Background: an optimization exercise with open tools, aiming at small area, a short achievable clock period and few clock cycles. Do not read the settings as production practice.
In this exercise RTL edits were held to simulation tests only and were not proved equivalent to the original.
Power figures rest on the tool's default switching activity, not on a simulated workload.

Design c2mux_dp, start of the top module:
module c2mux_dp (
    input  wire        clk,
    input  wire        rst,           
    input  wire        enc_start,     
    input  wire [63:0] enc_id,        
    input  wire [3:0]  enc_idlen,
    input  wire [7:0]  enc_subid,     
    input  wire        enc_mcast,
    output wire        enc_busy,
    output wire        enc_done,
    output wire [47:0] addr,          
    output wire        addr_valid,
    output wire [2:0]  cfgerr,
    input  wire        smp_valid,
    input  wire [15:0] smp_data,      
    input  wire [31:0] thr,           
    output wire        est_done,
    output wire [39:0] sumsq,
    output wire        est_data       
);
Size in the first run: about 230 I/O pins, about 0.015 mm² of cells after synthesis.
clock: 10.0 ns
lec_check: 0
cap_margin: 20
core_margin: 2
core_utilization: 60
cts_buf_list: sky130_fd_sc_hd__clkbuf_8
cts_cluster_diameter: 60
cts_cluster_size: 12
slew_margin: 20
synth_hierarchical: 1
synth_minimum_keep_size: 0
standard.sh (not shown) runs the stock make flow with config.mk's settings and CLKGATE_MAP_FILE= SYNTH_SCRIPT=/design/flow/synth_recipe.tcl, a recipe that flattens the netlist after the stock synthesis.
==> flow/flow/run.sh <==
#!/bin/bash
# Layout flow: the standard ORFS flow (standard.sh), with two changes to
# how the layout is made:
#  - ports are buffered with sky130_fd_sc_hd__buf_1 instead of the default
#    delay cell chosen by buffer_ports (still one buffer on every port);
#  - timing repair aims for more setup slack than the 10 ns clock needs.
# The clock period, SDC, synthesis, floorplan, power grid and tap cells are
# the standard flow's own. Each tool's output goes to the ORFS logs under orfs/logs and
# to flow.log here.
set -uo pipefail
bash standard.sh \
  BUFFER_PORTS_ARGS="-buffer_cell sky130_fd_sc_hd__buf_1" \
  SETUP_SLACK_MARGIN=6.8 \
  finish > flow.log 2>&1
st=$?
mkdir -p logs
cp -r orfs/logs/. logs/ 2>/dev/null || true
exit $st
Testbench counts at the start, summed over its fixed seeds: cycles 10,328.
==> next run, changes <==
CORE_UTILIZATION = 70   (was 60)
CTS_BUF_LIST = sky130_fd_sc_hd__clkbuf_16   (was sky130_fd_sc_hd__clkbuf_8)
CTS_CLUSTER_DIAMETER = 120   (was 60)
CTS_CLUSTER_SIZE = 30   (was 12)
Final area fell by 2.0%.
Power fell by 4.3%.
Utilization went up by 11 points.
Combinational power barely changes.
Critical path depth fell by 1.
Sequential power stays flat.
Worst setup slack improves by 0.057 ns.
Fmax climbs by 1.8%.
Die area shrinks by 14%.
==> next run, changes <==
CORE_UTILIZATION = 60   (was 70)
CTS_CLUSTER_DIAMETER = 100   (was 120)
CTS_CLUSTER_SIZE = 25   (was 30)
What happened: The changed run passed the timing, DRC and antenna checks. Wire length goes down by 0.59%. Sequential power stays flat. Die area climbs by 16%. Final area rose by 0.79%. Count of clock-buffer cells in the layout came out higher by 2.
==> next run, changes <==
CORE_UTILIZATION = 70   (was 60)
Wire length rose slightly. Fmax decreases slightly. Clock-buffer cell count does not change. Die area is lower by roughly a tenth. Worst hold slack gets better by 0.0056 ns. Synthesized cell count stays the same. Area after synthesis does not change. Total power is about the same. Utilization climbs by 12 points. Design area shrinks slightly. Non-clock buffer count drops by 2.

---

== 08-06 ==
Another version of the RTL of c2mux_dp (not shown whole).
Size in the first run: ~1,500 cells after synthesis, roughly 280 flip-flops, roughly 230 I/O pins, ~0.015 mm² of cells after synthesis.
Settings: LEC_CHECK=0, CAP_MARGIN=20, CORE_MARGIN=2, CORE_UTILIZATION=60, CTS_BUF_LIST=sky130_fd_sc_hd__clkbuf_16, CTS_CLUSTER_DIAMETER=100, CTS_CLUSTER_SIZE=25, SLEW_MARGIN=20, SYNTH_HIERARCHICAL=1, SYNTH_MINIMUM_KEEP_SIZE=0; clock period 10.0 ns.
Scripts as last shown in full above: flow/flow/run.sh
08-06 finished every stage and its layout cleared the timing, DRC and antenna checks.
Testbench counts of 08-06, summed over its fixed seeds: cycles 10,328.
diff inputs: 08-06 => 04-26
- CORE_UTILIZATION changed from 60 to 70
==> summary.txt <==
04-26 went all the way through synthesis, placement and routing and the layout is clean on timing, DRC and antenna. Against 08-06, 04-26 comes in 477 higher on via count. 04-26: register-to-register slack 0.02 ns above 08-06. | maximum frequency | 04-26 vs 08-06 | ≈ equal |. Multi-input combinational area share (lower): 08-06. On average size of a mapped cell, 08-06 tracks 04-26 almost exactly. Looking at number of iterations in the first detailed-routing pass, 04-26 sits 2 above 08-06.

[static timing again, ports no longer ideal]
Ports are ideal in the flow. The routed layouts listed here were re-timed in OpenROAD. Step 1 sets driving cells, clkbuf_16 on the clock port and buf_2 on the other inputs (assumed; they add their load-dependent delay and slew). Step 2 moves the port delays by t, midway between the first and last clock arrival at a register: inputs arrive t later, outputs are due t later. That takes back most of the time a late clock gives input paths. a / b / c = no drivers / after step 1 / after step 2; a / b = the first two.
run | t (ns) | setup slack, ns | slew at the worst register clock pin (ns) | worst data-port slew with drivers (ns)
the first run of note 1 | 0.631 | 6.804 / 6.758 / 6.359 | 0.09 / 0.09 | 0.06
the second run of note 1 | 0.535 | 6.861 / 6.809 / 6.523 | 0.12 / 0.12 | 0.06
the third run of note 1 | 0.544 | 6.854 / 6.804 / 6.522 | 0.10 / 0.10 | 0.07
the fourth run of note 1 | 0.532 | 6.841 / 6.810 / 6.525 | 0.10 / 0.10 | 0.06
08-06 | 0.540 | 6.850 / 6.801 / 6.509 | 0.10 / 0.10 | 0.05
04-26 | 0.532 | 6.857 / 6.809 / 6.479 | 0.10 / 0.10 | 0.07
After both steps setup and hold are still met in every run listed. For the first run of note 1, which loses most, drivers alone change the setup slack by -0.046 ns; drivers and shift together by -0.445 ns.
